What follows belongs to an exercise in optimizing a design on an open flow for small area and a short achievable clock period; a production flow would make more cautious choices. The RTL was checked by simulation tests, not by an equivalence proof against the original design.

==> flow/design.v <==
module spfc_packer (
    input  wire        clk,
    input  wire        rst,
    input  wire        in_valid,
    input  wire [1:0]  in_op,
    input  wire [31:0] in_rg,
    input  wire [31:0] in_ba,
    input  wire [15:0] in_pk,
    output reg         out_valid,
    output wire [15:0] out_pk,
    output wire [31:0] out_rg,
    output wire [31:0] out_ba
);
    function [11:0] thr31;
        input [4:0] t;
        integer i, k;
        begin
            thr31 = 12'd2048;
            for (i = 0; i < 32; i = i + 1)
                if (t == i) begin
                    k = (i < 16) ? i + 1 : i;
                    thr31 = (131070 * k - 65535 + 61) / 62 - 2048 * i;
                end
        end
    endfunction
    function [10:0] thr63;
        input [5:0] t;
        integer i, k;
        begin
            thr63 = 11'd1024;
            for (i = 0; i < 64; i = i + 1)
                if (t == i) begin
                    k = (i < 32) ? i + 1 : i;
                    thr63 = (131070 * k - 65535 + 125) / 126 - 1024 * i;
                end
        end
    endfunction
    function ge16;
        input [15:0] a;
        input [15:0] b;
        reg   [15:0] g, p;
        integer l, i, n;
        begin
            g = a & ~b;
            p = a | ~b;
            n = 16;
            for (l = 0; l < 4; l = l + 1) begin
                for (i = 0; i < 8; i = i + 1)
                    if (2 * i + 1 < n) begin
                        g[i] = g[2 * i + 1] | (p[2 * i + 1] & g[2 * i]);
                        p[i] = p[2 * i + 1] & p[2 * i];
                    end else if (2 * i < n) begin
                        g[i] = g[2 * i];
                        p[i] = p[2 * i];
                    end
                n = (n + 1) / 2;
            end
            ge16 = g[0] | p[0];
        end
    endfunction
    function [15:0] su63;
        input [5:0] q;
        integer i;
        begin
            su63 = 16'd0;
            for (i = 0; i < 64; i = i + 1)
                if (q == i)
                    su63 = (131070 * i + 63) / 126;
        end
    endfunction
    wire [15:0] ch_r = in_rg[15:0];
    wire [15:0] ch_g = in_rg[31:16];
    wire [15:0] ch_b = in_ba[15:0];
    wire [15:0] ch_a = in_ba[31:16];
    wire        is_pack = ~in_op[0];
    wire        is_565  = ~in_op[1];
    wire        ge_r   = ge16({5'b0, ch_r[10:0]}, {4'b0, thr31(ch_r[15:11])});
    wire        ge_b   = ge16({5'b0, ch_b[10:0]}, {4'b0, thr31(ch_b[15:11])});
    wire [10:0] thr_g63 = thr63(ch_g[15:10]);
    wire [11:0] thr_g   = is_565 ? {thr_g63[10], ch_g[10] & ~thr_g63[10], thr_g63[9:0]}
                                 : thr31(ch_g[15:11]);
    wire        ge_g    = ge16({5'b0, ch_g[10:0]}, {4'b0, thr_g});
    wire        a_zero = (ch_a == 16'd0);
    wire        r_blk  = ~ge16(ch_r, 16'd1058);
    wire        b_blk  = ~ge16(ch_b, 16'd1058);
    wire        g_blk  = is_565 ? ~ge16(ch_g, 16'd521) : ~ge16(ch_g, 16'd1058);
    wire        blk    = r_blk & g_blk & b_blk;
    wire [4:0]  dec_r = ch_r[15:11] - {4'd0, ch_r[15]};
    wire [4:0]  dec_b = ch_b[15:11] - {4'd0, ch_b[15]};
    wire [5:0]  dec_g = is_565 ? ch_g[15:10] - {5'd0, ch_g[15]}
                               : {1'b0, ch_g[15:11] - {4'd0, ch_g[15]}};
    reg  [15:0] w_q;
    reg         st_r, st_g, st_b;
    reg         m565_q;
    reg         nz_q;
    always @(posedge clk) begin
        if (rst)
            out_valid <= 1'b0;
        else
            out_valid <= in_valid;
    end
    always @(posedge clk) begin
        m565_q <= is_565;
        nz_q   <= in_pk != 16'd0;
        st_r   <= ~a_zero & (ge_r | blk);
        st_g   <= ~a_zero & (ge_g | blk);
        st_b   <= ~a_zero & (ge_b | blk);
        if (is_pack)
            w_q <= (is_565 ? {dec_r, dec_g, dec_b} : {1'b0, dec_r, dec_g[4:0], dec_b})
                   & {16{~a_zero}};
        else
            w_q <= in_pk;
    end
    reg  [15:0] cy;
    integer i;
    always @(*) begin
        cy = 16'd0;
        cy[0] = st_b;
        for (i = 1; i < 5; i = i + 1)
            cy[i] = cy[i - 1] & w_q[i - 1];
        cy[5] = st_g;
        for (i = 6; i < 10; i = i + 1)
            cy[i] = cy[i - 1] & w_q[i - 1];
        cy[10] = m565_q ? (cy[9] & w_q[9]) : st_r;
        cy[11] = m565_q ? st_r : (st_r & w_q[10]);
        for (i = 12; i < 16; i = i + 1)
            cy[i] = cy[i - 1] & w_q[i - 1];
    end
    assign out_pk = w_q ^ cy;
    wire [4:0]  u_r  = m565_q ? w_q[15:11] : w_q[14:10];
    wire [4:0]  u_b  = w_q[4:0];
    wire [15:0] u_g6 = su63(w_q[10:5]);
    wire [4:0]  u_g5 = w_q[9:5];
    wire [15:0] u_g  = m565_q ? u_g6 : {u_g5, u_g5, u_g5, u_g5[4]};
    assign out_rg = {u_g, u_r, u_r, u_r, u_r[4]};
    assign out_ba = {{16{nz_q}}, u_b, u_b, u_b, u_b[4]};
endmodule
clock: 27.0 ns
lec_check: 0
cap_margin: 20
core_margin: 2
core_utilization: 40
slew_margin: 20
standard.sh (not shown) runs the stock make flow with config.mk's settings and CLKGATE_MAP_FILE= SYNTH_SCRIPT=/design/flow/synth_recipe.tcl, a recipe that flattens the netlist after the stock synthesis.
==> flow/flow/run.sh <==
#!/bin/bash
# The standard layout (standard.sh), with plain buf_1 cells as the port
# buffers, and the resizer's setup repair aimed at a margin below the
# clock period so that it shortens the longest paths.
export BUFFER_PORTS_ARGS="-buffer_cell sky130_fd_sc_hd__buf_1"
bash standard.sh SETUP_SLACK_MARGIN=19.5 finish > standard.log 2>&1
Change:
--- a/flow/design.v
+++ b/flow/design.v
@@ -75,12 +75,11 @@
     wire        is_pack = ~in_op[0];
     wire        is_565  = ~in_op[1];
     wire        ge_r   = ge16({5'b0, ch_r[10:0]}, {4'b0, thr31(ch_r[15:11])});
     wire        ge_b   = ge16({5'b0, ch_b[10:0]}, {4'b0, thr31(ch_b[15:11])});
-    wire [10:0] thr_g63 = thr63(ch_g[15:10]);
-    wire [11:0] thr_g   = is_565 ? {thr_g63[10], ch_g[10] & ~thr_g63[10], thr_g63[9:0]}
-                                 : thr31(ch_g[15:11]);
-    wire        ge_g    = ge16({5'b0, ch_g[10:0]}, {4'b0, thr_g});
+    wire        ge_g31 = ge16({5'b0, ch_g[10:0]}, {4'b0, thr31(ch_g[15:11])});
+    wire        ge_g63 = ge16({6'b0, ch_g[9:0]}, {5'b0, thr63(ch_g[15:10])});
+    wire        ge_g   = is_565 ? ge_g63 : ge_g31;
     wire        a_zero = (ch_a == 16'd0);
     wire        r_blk  = ~ge16(ch_r, 16'd1058);
     wire        b_blk  = ~ge16(ch_b, 16'd1058);
     wire        g_blk  = is_565 ? ~ge16(ch_g, 16'd521) : ~ge16(ch_g, 16'd1058);
@@ -88,10 +87,11 @@
     wire [4:0]  dec_r = ch_r[15:11] - {4'd0, ch_r[15]};
     wire [4:0]  dec_b = ch_b[15:11] - {4'd0, ch_b[15]};
     wire [5:0]  dec_g = is_565 ? ch_g[15:10] - {5'd0, ch_g[15]}
                                : {1'b0, ch_g[15:11] - {4'd0, ch_g[15]}};
-    reg  [15:0] w_q;
-    reg         st_r, st_g, st_b;
+    reg  [5:0]  r_q;
+    reg  [6:0]  g_q;
+    reg  [5:0]  b_q;
     reg         m565_q;
     reg         nz_q;
     always @(posedge clk) begin
         if (rst)
@@ -101,37 +101,27 @@
     end
     always @(posedge clk) begin
         m565_q <= is_565;
         nz_q   <= in_pk != 16'd0;
-        st_r   <= ~a_zero & (ge_r | blk);
-        st_g   <= ~a_zero & (ge_g | blk);
-        st_b   <= ~a_zero & (ge_b | blk);
-        if (is_pack)
-            w_q <= (is_565 ? {dec_r, dec_g, dec_b} : {1'b0, dec_r, dec_g[4:0], dec_b})
-                   & {16{~a_zero}};
-        else
-            w_q <= in_pk;
+        if (is_pack) begin
+            r_q <= {~a_zero & (ge_r | blk), dec_r & {5{~a_zero}}};
+            g_q <= {~a_zero & (ge_g | blk),
+                    dec_g & {6{~a_zero}}};
+            b_q <= {~a_zero & (ge_b | blk), dec_b & {5{~a_zero}}};
+        end else begin
+            r_q <= {1'b0, is_565 ? in_pk[15:11] : in_pk[14:10]};
+            g_q <= {1'b0, is_565 ? in_pk[10:5] : {1'b0, in_pk[9:5]}};
+            b_q <= {1'b0, in_pk[4:0]};
+        end
     end
-    reg  [15:0] cy;
-    integer i;
-    always @(*) begin
-        cy = 16'd0;
-        cy[0] = st_b;
-        for (i = 1; i < 5; i = i + 1)
-            cy[i] = cy[i - 1] & w_q[i - 1];
-        cy[5] = st_g;
-        for (i = 6; i < 10; i = i + 1)
-            cy[i] = cy[i - 1] & w_q[i - 1];
-        cy[10] = m565_q ? (cy[9] & w_q[9]) : st_r;
-        cy[11] = m565_q ? st_r : (st_r & w_q[10]);
-        for (i = 12; i < 16; i = i + 1)
-            cy[i] = cy[i - 1] & w_q[i - 1];
-    end
-    assign out_pk = w_q ^ cy;
-    wire [4:0]  u_r  = m565_q ? w_q[15:11] : w_q[14:10];
-    wire [4:0]  u_b  = w_q[4:0];
-    wire [15:0] u_g6 = su63(w_q[10:5]);
-    wire [4:0]  u_g5 = w_q[9:5];
+    wire [4:0]  q_r = r_q[4:0] + {4'd0, r_q[5]};
+    wire [4:0]  q_b = b_q[4:0] + {4'd0, b_q[5]};
+    wire [5:0]  q_g = g_q[5:0] + {5'd0, g_q[6]};
+    assign out_pk = m565_q ? {q_r, q_g, q_b} : {1'b0, q_r, q_g[4:0], q_b};
+    wire [4:0]  u_r  = r_q[4:0];
+    wire [4:0]  u_b  = b_q[4:0];
+    wire [15:0] u_g6 = su63(g_q[5:0]);
+    wire [4:0]  u_g5 = g_q[4:0];
     wire [15:0] u_g  = m565_q ? u_g6 : {u_g5, u_g5, u_g5, u_g5[4]};
     assign out_rg = {u_g, u_r, u_r, u_r, u_r[4]};
     assign out_ba = {{16{nz_q}}, u_b, u_b, u_b, u_b[4]};
 endmodule
Sequential share of layout area goes down by 0.29 points.
Core utilization goes up by 0.37 points.
Worst setup slack gets worse by 0.065 ns.
Via count came out higher by about 4.4%.
Sequential cell count stays the same.
Critical path depth went up by 1.
Die area goes up by about 1.4%.
Non-clock buffer count does not change.
Final cell count increases by about 3%.
Synthesized cell count came out higher by 4.9%.

[port drivers added, routing unchanged]
No port has a modelled driver above. Below, the same layouts with a new extraction and two added sets of constraints.
Step 1 assumes that a clkbuf_16 drives the clock port and a buf_2 every other input.
Step 2 also shifts input and output timing later by t, the mid clock arrival at the registers, as if the neighbouring blocks saw the same clock.
Three values: no drivers, after step 1, after step 2; two values: the first two.
run	t, ns	slack for setup (ns)	pins driven straight from the clock port
the first run	0.291	19.612 / 19.583 / 19.349	1
the second run	0.283	19.547 / 19.550 / 19.266	1
After both steps every run listed still meets setup and hold. For the second run, which loses most, drivers alone change the setup slack by +0.003 ns; drivers and shift together by -0.281 ns.
